Background: an optimization exercise with open tools, aiming at small area, a short achievable clock period and few clock cycles. Do not read the settings as production practice. The RTL was checked by simulation tests, not by an equivalence proof against the original design. Power figures rest on the tool's default switching activity, not on a simulated workload.

--- flow/constraint.sdc ---
create_clock -name core_clock -period 12.0 [get_ports {clk}]
set_input_delay 2.4000 -clock core_clock [delete_from_list [all_inputs] [get_ports {clk}]]
set_output_delay 2.4000 -clock core_clock [all_outputs]
set_load 0.01 [all_outputs]
--- flow/run.sh ---
#!/bin/bash
# synth_recipe.tcl (not shown) runs the flow's synth.tcl, then flattens the netlist and writes it again
# the make line also repeats each setting of config.mk as NAME=value (left out here)
make -C /OpenROAD-flow-scripts/flow DESIGN_CONFIG=/design/flow/config.mk WORK_HOME=/design/flow/orfs CLKGATE_MAP_FILE= SYNTH_SCRIPT=/design/flow/synth_recipe.tcl finish
--- flow/config.mk ---
export PLATFORM = sky130hd
export DESIGN_NAME = pool_tx
export DESIGN_NICKNAME = pool_tx
export VERILOG_FILES = /design/flow/design.v
export SDC_FILE = /design/flow/constraint.sdc
export NUM_CORES = 4
export LEC_CHECK = 0
export CAP_MARGIN = 20
export CORE_MARGIN = 2
export CORE_UTILIZATION = 30
export SLEW_MARGIN = 20
--- flow/design.v ---
module pool_tx (
    input  wire       clk,
    input  wire       rst,
    input  wire       cmd_valid,
    output wire       cmd_ready,
    input  wire [2:0] cmd_op,
    input  wire [7:0] cmd_data,
    output reg        rsp_valid,
    output reg  [1:0] rsp_status,
    output reg        rsp_page_done,
    output reg        tx_valid,
    output reg  [7:0] tx_data,
    output reg        tx_last,
    input  wire       tx_ready
);
    localparam OP_APPEND = 3'd0;
    localparam OP_COMMIT = 3'd1;
    localparam OP_SEND   = 3'd2;
    localparam OP_CKFAIL = 3'd3;
    localparam OP_MISSED = 3'd4;
    localparam OP_PRESET = 3'd5;
    localparam POOL_CAP    = 16;
    localparam PAYLOAD_MAX = 31;
    localparam CC_OVERFLOW = 8'h04;
    localparam S_IDLE = 3'd0;
    localparam S_SUM  = 3'd1;    
    localparam S_HDR  = 3'd2;    
    localparam S_BODY = 3'd3;    
    localparam S_CTRL = 3'd4;    
    reg [7:0] pool [0:POOL_CAP*PAYLOAD_MAX-1];    
    reg [4:0] wr   [0:POOL_CAP-1];                
    reg [4:0] slots_used;
    reg [4:0] slots_sent;
    reg       overflowed;
    reg       tx_active;
    reg       ovf_pending;
    reg [2:0] state;
    reg [3:0] cur_slot;
    reg [3:0] cur_seq;
    reg [4:0] cur_len;
    reg [4:0] idx;
    reg [2:0] sum;
    reg       page_done;
    wire [8:0] rd_addr = {5'd0, cur_slot} * 9'd31 + {4'd0, idx};
    wire [7:0] rd_byte = pool[rd_addr];
    assign cmd_ready = (state == S_IDLE);
    wire cmd_fire = cmd_valid && cmd_ready;
    wire [4:0] app_used = (slots_used == 5'd0) ? 5'd1 : slots_used;
    wire [3:0] app_last = app_used[3:0] - 4'd1;
    wire       app_full = (wr[app_last] == PAYLOAD_MAX[4:0]);
    wire       app_ovf  = app_full && (app_used == POOL_CAP[4:0]);
    wire [3:0] app_slot = app_full ? app_last + 4'd1 : app_last;
    wire [8:0] wr_addr  = {5'd0, app_slot} * 9'd31 + {4'd0, wr[app_slot]};
    wire       app_ok   = !tx_active && !overflowed && !app_ovf;
    wire       send_done = tx_active && (slots_sent == slots_used);
    wire       send_page = tx_active && (slots_sent < slots_used);
    integer i;
    always @(posedge clk) begin
        if (cmd_fire && cmd_op == OP_APPEND && app_ok)
            pool[wr_addr] <= cmd_data;
    end
    always @(posedge clk) begin
        if (rst) begin
            for (i = 0; i < POOL_CAP; i = i + 1)
                wr[i] <= 5'd0;
            slots_used    <= 5'd0;
            slots_sent    <= 5'd0;
            overflowed    <= 1'b0;
            tx_active     <= 1'b0;
            ovf_pending   <= 1'b0;
            state         <= S_IDLE;
            cur_slot      <= 4'd0;
            cur_seq       <= 4'd0;
            cur_len       <= 5'd0;
            idx           <= 5'd0;
            sum           <= 3'd0;
            page_done     <= 1'b0;
            rsp_valid     <= 1'b0;
            rsp_status    <= 2'd0;
            rsp_page_done <= 1'b0;
            tx_valid      <= 1'b0;
            tx_data       <= 8'd0;
            tx_last       <= 1'b0;
        end else begin
            rsp_valid     <= 1'b0;
            rsp_status    <= 2'd0;
            rsp_page_done <= 1'b0;
            case (state)
            S_IDLE: begin
                if (cmd_fire) begin
                    case (cmd_op)
                    OP_APPEND: begin
                        rsp_valid <= 1'b1;
                        if (tx_active) begin
                            rsp_status <= 2'd2;            
                        end else if (overflowed) begin
                            rsp_status <= 2'd1;            
                        end else if (app_ovf) begin
                            overflowed  <= 1'b1;
                            ovf_pending <= 1'b1;
                            rsp_status  <= 2'd1;           
                        end else begin
                            slots_used   <= {1'b0, app_slot} + 5'd1;
                            wr[app_slot] <= wr[app_slot] + 5'd1;
                            rsp_status   <= 2'd0;          
                        end
                    end
                    OP_COMMIT: begin
                        rsp_valid <= 1'b1;
                        if (!tx_active && slots_used != 5'd0) begin
                            tx_active  <= 1'b1;
                            rsp_status <= 2'd0;
                        end else begin
                            rsp_status <= 2'd1;
                        end
                    end
                    OP_SEND: begin
                        page_done <= send_done;
                        if (send_done) begin
                            for (i = 0; i < POOL_CAP; i = i + 1)
                                wr[i] <= 5'd0;
                            slots_used <= 5'd0;
                            slots_sent <= 5'd0;
                            overflowed <= 1'b0;
                            tx_active  <= 1'b0;
                        end
                        if (ovf_pending) begin
                            ovf_pending <= 1'b0;
                            tx_valid    <= 1'b1;
                            tx_data     <= CC_OVERFLOW;
                            tx_last     <= 1'b1;
                            state       <= S_CTRL;
                        end else if (send_page) begin
                            cur_slot   <= slots_sent[3:0];
                            cur_seq    <= slots_used[3:0] - slots_sent[3:0] - 4'd1;
                            cur_len    <= wr[slots_sent[3:0]];
                            idx        <= 5'd0;
                            sum        <= 3'd0;
                            slots_sent <= slots_sent + 5'd1;
                            state      <= S_SUM;
                        end else begin
                            rsp_valid     <= 1'b1;
                            rsp_status    <= 2'd0;         
                            rsp_page_done <= send_done;
                        end
                    end
                    OP_CKFAIL: begin
                        rsp_valid <= 1'b1;
                        if (slots_sent != 5'd0)
                            slots_sent <= slots_sent - 5'd1;
                    end
                    OP_MISSED: begin
                        rsp_valid  <= 1'b1;
                        slots_sent <= 5'd0;
                    end
                    OP_PRESET: begin
                        rsp_valid <= 1'b1;
                        for (i = 0; i < POOL_CAP; i = i + 1)
                            wr[i] <= 5'd0;
                        slots_used <= 5'd0;
                        slots_sent <= 5'd0;
                        overflowed <= 1'b0;
                        tx_active  <= 1'b0;
                    end
                    default: begin
                        rsp_valid  <= 1'b1;
                        rsp_status <= 2'd3;                
                    end
                    endcase
                end
            end
            S_SUM: begin
                sum <= sum + rd_byte[2:0];
                if (idx == cur_len - 5'd1) begin
                    idx      <= 5'd0;
                    tx_valid <= 1'b1;
                    tx_data  <= {1'b0, cur_seq, 3'd0 - (sum + rd_byte[2:0])};
                    tx_last  <= 1'b0;
                    state    <= S_HDR;
                end else begin
                    idx <= idx + 5'd1;
                end
            end
            S_HDR: begin
                if (tx_ready) begin
                    tx_data <= rd_byte;                    
                    tx_last <= (cur_len == 5'd1);
                    idx     <= 5'd1;
                    state   <= S_BODY;
                end
            end
            S_BODY: begin
                if (tx_ready) begin
                    if (tx_last) begin
                        tx_valid      <= 1'b0;
                        tx_last       <= 1'b0;
                        rsp_valid     <= 1'b1;
                        rsp_status    <= 2'd1;             
                        rsp_page_done <= page_done;
                        state         <= S_IDLE;
                    end else begin
                        tx_data <= rd_byte;
                        tx_last <= (idx == cur_len - 5'd1);
                        idx     <= idx + 5'd1;
                    end
                end
            end
            S_CTRL: begin
                if (tx_ready) begin
                    tx_valid      <= 1'b0;
                    tx_last       <= 1'b0;
                    rsp_valid     <= 1'b1;
                    rsp_status    <= 2'd2;                 
                    rsp_page_done <= page_done;
                    state         <= S_IDLE;
                end
            end
            default: state <= S_IDLE;
            endcase
        end
    end
endmodule
==> tab_implementation.tex <==
\begin{tabular}{lr}
\hline
Metric & Value \\
\hline
\multicolumn{2}{l}{\textbf{Run status}} \\
\quad Run status & timing/DRC/antenna clean \\
\multicolumn{2}{l}{\textbf{Clock network}} \\
\quad Number of buffers on the longest clock path & 4 \\
\quad Reg clk slew, reported paths & 0.06 ns \\
\quad Worst-Skew Late Latency & 1.00 ns \\
\quad CTS tree & built \\
\quad Number of sinks handled by clock tree synthesis & 4100 \\
\quad Number of CTS-inserted buffers & $\sim$400 \\
\quad Clock tree root driver cell & sky130\_fd\_sc\_hd\_\_clkbuf\_16 \\
\quad CTS Hold Bufs & 0 \\
\quad Number of H-tree levels & 5 \\
\quad Setup fix buffers added after clock tree synthesis & 0 \\
\quad Cts repair resizes & 0 \\
\multicolumn{2}{l}{\textbf{Setup path}} \\
\quad WS Path Type & reg2reg \\
\quad Slowest-stage cell, CP & sky130\_fd\_sc\_hd\_\_ha\_1 \\
\quad Top Family by Delay on Critical Path & simple AND/OR/NAND/NOR gates \\
\quad Slowest Stage Delay on Critical Path & between 0.9 and 1 ns \\
\quad Data arrival, critical path & 11.76 ns \\
\quad Crit path launch type & flop \\
\quad Largest fanout on the critical path & 30 \\
\quad Reg2Reg Launch Point & slots\_used[2] \\
\quad Required arrival time at the worst endpoint & roughly 13 ns \\
\quad Launching instance or port of the critical path & slots\_used[2] \\
\quad Number of buffers and inverters on the critical path & 4 \\
\quad Setup crit end kind & flop \\
\multicolumn{2}{l}{\textbf{Global routing}} \\
\quad Antenna violations before repair & 30 \\
\quad GRT Overall Usage & 15.80\% \\
\quad Wire length of the first global-routing pass & 638600 um \\
\quad Congestion Overflow GR & 0 \\
\quad Maximum number of pins on one net before global-route repair & between 150 and 200 \\
\quad Number of global-route vias before repair & 82.71k \\
\multicolumn{2}{l}{\textbf{Routing}} \\
\quad First-pass iteration count of the detailed router & 7 \\
\quad Vias per inst & between 5 and 6 \\
\quad Total via count in the routed design & about 83k \\
\quad Number of nets with antenna violations after detailed routing & 0 \\
\quad DRC & 0 \\
\quad Number of DRC markers after the initial detailed-route iteration & 11.13k \\
\quad Routed length per placed instance & roughly 28 um \\
\quad Total length of routed wires & between 400000 and 500000 um \\
\multicolumn{2}{l}{\textbf{Power and ir drop}} \\
\quad Leakage & about 57 nW \\
\quad Proportion of total power due to net switching & 21.18\% \\
\quad Share of total power in the clock network & 43.1\% \\
\quad Net Sw Power & 0.006426 W \\
\quad PD cells & 161.1 nW/um\^{}2 \\
\quad Internal power of the cells & 0.02391 W \\
\quad Worst voltage drop across the vdd grid & roughly 0.12 mV \\
\quad Sequential share of power & a little over half \\
\quad Combinational cell fraction of total power & under 10\% \\
\multicolumn{2}{l}{\textbf{Synth}} \\
\quad Syn Nets & 7903 \\
\quad Netlist Area Pre-Place & between 150000 and 200000 um\^{}2 \\
\quad Count of flip-flops with a built-in enable after synthesis & 4048 \\
\quad Post-synthesis instance total & $\sim$7.8k \\
\quad Mean instance size in the synthesized netlist & around 21 um\^{}2 \\
\quad Proportion of synthesized chip area in sequential cells & around three quarters \\
\quad Most used flip-flop cell after synthesis & sky130\_fd\_sc\_hd\_\_edfxtp\_1 \\
\quad Flops \& latches, synth & between 4k and 5k \\
\quad Async SR Flop Fraction & 0\% \\
\quad Yosys warns & 1 \\
\quad Count of different cell masters after synthesis & just under 90 \\
\multicolumn{2}{l}{\textbf{Worst hold path}} \\
\quad Start point of the worst min-delay path & tx\_data[7] \\
\quad Min-Delay Path Class & reg2reg \\
\multicolumn{2}{l}{\textbf{Place}} \\
\quad HPWL reported at the end of detailed placement & roughly 270000 um \\
\quad Final weighted congestion in routability-driven placement & slightly above 0.9 \\
\quad Dpl cells & 14.97k \\
\quad Input/output buffers & 29 \\
\multicolumn{2}{l}{\textbf{Timing}} \\
\quad Final setup skew & $\sim$0.091 ns \\
\quad Unrepaired setup endpoints after global routing & no \\
\quad Total count of max-transition violations in the final report & 0 \\
\quad Clock period minus final worst setup slack & 11.16 ns \\
\quad Portion of the clock cycle consumed by the worst path in the final layout & roughly 93\% \\
\quad Setup TNS & 0 ns \\
\quad Upper clock frequency limit & 89.60 MHz \\
\quad Max transition margin & around a tenth \\
\quad Final setup violating endpoints & 0 \\
\quad Tightest Pin Transition & around 1.3 ns \\
\quad Endpoints failing hold & 0 \\
\multicolumn{2}{l}{\textbf{Final layout}} \\
\quad Fraction of layout instances using a drive strength above 1 & 27.25\% \\
\quad Final nets & 8236 \\
\quad Fin util & $\sim$35\% \\
\quad Non-filler instance count after layout & between 15k and 20k \\
\quad Area Growth Syn to Fin & 15.11\% \\
\quad Layout fillers & around 50k \\
\multicolumn{2}{l}{\textbf{Job}} \\
\quad Max cap viols & 0 \\
\multicolumn{2}{l}{\textbf{Floorplan}} \\
\quad Num ports & 30 \\
\quad Die Ht & approximately 740 um \\
\quad Std cell rows & 271 \\
\quad Width of the chip & around 740 um \\
\quad Die Area & $\sim$550000 um\^{}2 \\
\quad Area of the core & 543900 um\^{}2 \\
\quad Effective utilization at floorplan & between 30\% and 40\% \\
\hline
\end{tabular}
-- power by group through the flow --
stage               registers [W]  logic [W]  clock network (W)
floorplan                  0.0161   0.000865                  0
global placement           0.0161    0.00148                  0
detailed placement         0.0161    0.00149                  0
CTS                        0.0158    0.00150             0.0133
global route               0.0158    0.00156             0.0138
finish                     0.0158    0.00147             0.0131
-- stage by stage --
stage	setup slack [ns]	power (W)	hold slack (ns)	instance area [um^2]
global placement	1.068	0.01756	0.4685	174500
finish	0.8394	0.03034	0.4813	188200
CTS	1.107	0.03055	0.4897	188200
detailed placement	1.206	0.01758	0.4762	174500
global route	0.1263	0.03112	0.5085	188200
floorplan	3.210	0.01693	0.4545	163500
-- sequential cells by signal (all words and copies together), names as in the netlist --
name           count
state              3
rsp_status         2
cur_len            5
wr                80
rsp_valid          1
cur_slot           4
overflowed         1
tx_data            8
pool            3968
tx_active          1
page_done          1
cur_seq            4
tx_last            1
rsp_page_done      1
slots_used         5
slots_sent         5
sum                3
idx                5
tx_valid           1
ovf_pending        1
-- placed cells by master, fill, tap and decap left out, types with 73 or more instances in the layout --
cell type | synthesis | routed
sky130_fd_sc_hd__nor2_1 | 669 | 664
sky130_fd_sc_hd__clkinv_2 | 0 | 76
sky130_fd_sc_hd__edfxtp_1 | 4048 | 4048
sky130_fd_sc_hd__clkbuf_16 | 0 | 404
sky130_fd_sc_hd__and3_1 | 73 | 73
sky130_fd_sc_hd__mux4_2 | 1258 | 1258
sky130_fd_sc_hd__buf_4 | 2 | 332
sky130_fd_sc_hd__nand2_1 | 389 | 375
sky130_fd_sc_hd__nand3_1 | 87 | 83
sky130_fd_sc_hd__clkinv_1 | 0 | 75
-- metal layers --
metal | global-route usage [%] | part of all wire, %
met1 | 22.15 | 41
met2 | 25.04 | 47
met3 | 3.174 | 9.5
met4 | 4.414 | 3.0
met5 | 0 | 0.0060
-- kinds of logic (layout without fill, tap and decap cells) --
group	after synthesis	in the layout	share of synthesized area (%)
DFF	4100	4100	74.96
xor gates and xnor gates	34	34	0.1959
muxes	1290	1290	17.52
AOI/OAI and AO/OA	384	384	1.671
buffers and inverters	534	1215	1.305
and+or+nand+nor	1384	1384	3.631
adders and majority gates	81	81	0.7115
other	0	8	0
-- cell usage after synthesis (6+ instances only) --
cell type	instances	share of area, %
sky130_fd_sc_hd__o22ai_1	16	0.061
sky130_fd_sc_hd__a31oi_1	38	0.15
sky130_fd_sc_hd__nor4_1	7	0.027
sky130_fd_sc_hd__o221ai_1	11	0.059
sky130_fd_sc_hd__nor2b_1	19	0.073
sky130_fd_sc_hd__nand2b_1	23	0.088
sky130_fd_sc_hd__edfxtp_1	4048	74
sky130_fd_sc_hd__or3_1	8	0.031
sky130_fd_sc_hd__ha_1	61	0.47
sky130_fd_sc_hd__buf_2	78	0.24
sky130_fd_sc_hd__mux4_2	1258	17
sky130_fd_sc_hd__o21a_1	6	0.028
sky130_fd_sc_hd__dfxtp_1	52	0.64
sky130_fd_sc_hd__nand3_1	87	0.27
sky130_fd_sc_hd__nor2_1	669	1.5
sky130_fd_sc_hd__a311oi_1	33	0.18
sky130_fd_sc_hd__buf_1	82	0.19
sky130_fd_sc_hd__o21ai_0	48	0.15
sky130_fd_sc_hd__xor2_1	11	0.059
sky130_fd_sc_hd__nand4_1	15	0.057
sky130_fd_sc_hd__and2b_1	10	0.046
sky130_fd_sc_hd__clkbuf_1	301	0.69
sky130_fd_sc_hd__fa_1	20	0.24
sky130_fd_sc_hd__nor3_1	32	0.098
sky130_fd_sc_hd__a211oi_1	41	0.19
sky130_fd_sc_hd__and3_1	73	0.28
sky130_fd_sc_hd__or2_2	9	0.034
sky130_fd_sc_hd__a221oi_1	9	0.048
sky130_fd_sc_hd__inv_1	66	0.15
sky130_fd_sc_hd__xnor2_1	20	0.11
sky130_fd_sc_hd__nand2_1	389	0.89
sky130_fd_sc_hd__o211ai_1	13	0.060
sky130_fd_sc_hd__a21oi_1	67	0.21
sky130_fd_sc_hd__a22oi_1	15	0.069
sky130_fd_sc_hd__mux2i_1	29	0.18
sky130_fd_sc_hd__a21o_1	10	0.046
sky130_fd_sc_hd__and2_1	13	0.050
-- final cells by class --
type	instances	area (um^2)	area share (%)
clock inverters	281	3294	1.750
flip-flops and latches	4100	122600	65.13
diodes	8	20.02	0.01063
clock buffers	470	10380	5.513
well taps	7234	9051	4.808
repair buffers	396	3526	1.873
multi-input cells	3173	39120	20.78
inverters	68	257.7	0.1369
-- final timing paths --
| path | endpoint | slack [ns] | depth (start not counted) |
|---|---|---|---|
| worst min-delay path | tx_data[7] | 0.48 | 2 |
| worst max register to register | pool[453][2] | 0.84 | 27 |
| worst max-delay path | pool[453][2] | 0.84 | 27 |
| worst min register to register | tx_data[7] | 0.48 | 2 |
-- worst register-to-register path, cell delays in order (launching register included) --
cell and delay [ns]:
sky130_fd_sc_hd__dfxtp_1 0.50, sky130_fd_sc_hd__or4_4 0.63, sky130_fd_sc_hd__nand2_8 0.24, sky130_fd_sc_hd__inv_4 0.19, sky130_fd_sc_hd__ha_1 0.96, sky130_fd_sc_hd__nand2_1 0.12, sky130_fd_sc_hd__o221ai_1 0.46, sky130_fd_sc_hd__nand3_1 0.24
sky130_fd_sc_hd__and2_1 0.35, sky130_fd_sc_hd__nor2_1 0.70, sky130_fd_sc_hd__nor2_1 0.13, sky130_fd_sc_hd__xnor2_1 0.70, sky130_fd_sc_hd__fa_1 0.58, sky130_fd_sc_hd__inv_1 0.18, sky130_fd_sc_hd__fa_1 0.45, sky130_fd_sc_hd__fa_1 0.53
sky130_fd_sc_hd__inv_1 0.05, sky130_fd_sc_hd__ha_1 0.34, sky130_fd_sc_hd__a21oi_1 0.35, sky130_fd_sc_hd__o21bai_1 0.13, sky130_fd_sc_hd__a21oi_1 0.31, sky130_fd_sc_hd__o21bai_1 0.10, sky130_fd_sc_hd__a21oi_1 0.39, sky130_fd_sc_hd__xnor2_1 0.23
sky130_fd_sc_hd__nor2_2 0.86, sky130_fd_sc_hd__nand2_1 0.20, sky130_fd_sc_hd__buf_4 0.27, sky130_fd_sc_hd__nor2_1 0.63
Testbench counts, summed over its fixed seeds: cycles 123,856.

==> separate check: timing with driven ports <==
The results above use ideal ports. As a check the final layout listed here was re-extracted and re-timed, cells and wires unchanged. Step 1 (the two cells are an assumption about what drives the block):
set clk [get_ports {clk}]
set_driving_cell -lib_cell sky130_fd_sc_hd__clkbuf_16 $clk
set_driving_cell -lib_cell sky130_fd_sc_hd__buf_2 [delete_from_list [all_inputs] $clk]
Step 2 times the ports against the registers' clock, not the clock port: input delays grow and output delays shrink by t, the midpoint of the rising clock arrivals with the driver on. a / b / c = no drivers / after step 1 / after step 2; a / b = the first two.
t (ns): 1.062
setup WS [ns]: 0.839 / 0.839 / 0.839
worst data-port slew with drivers (ns): 0.12
After both steps this run still meets setup and hold. The setup slack of this run moves by 0.000 ns with the drivers and by 0.000 ns with both steps.
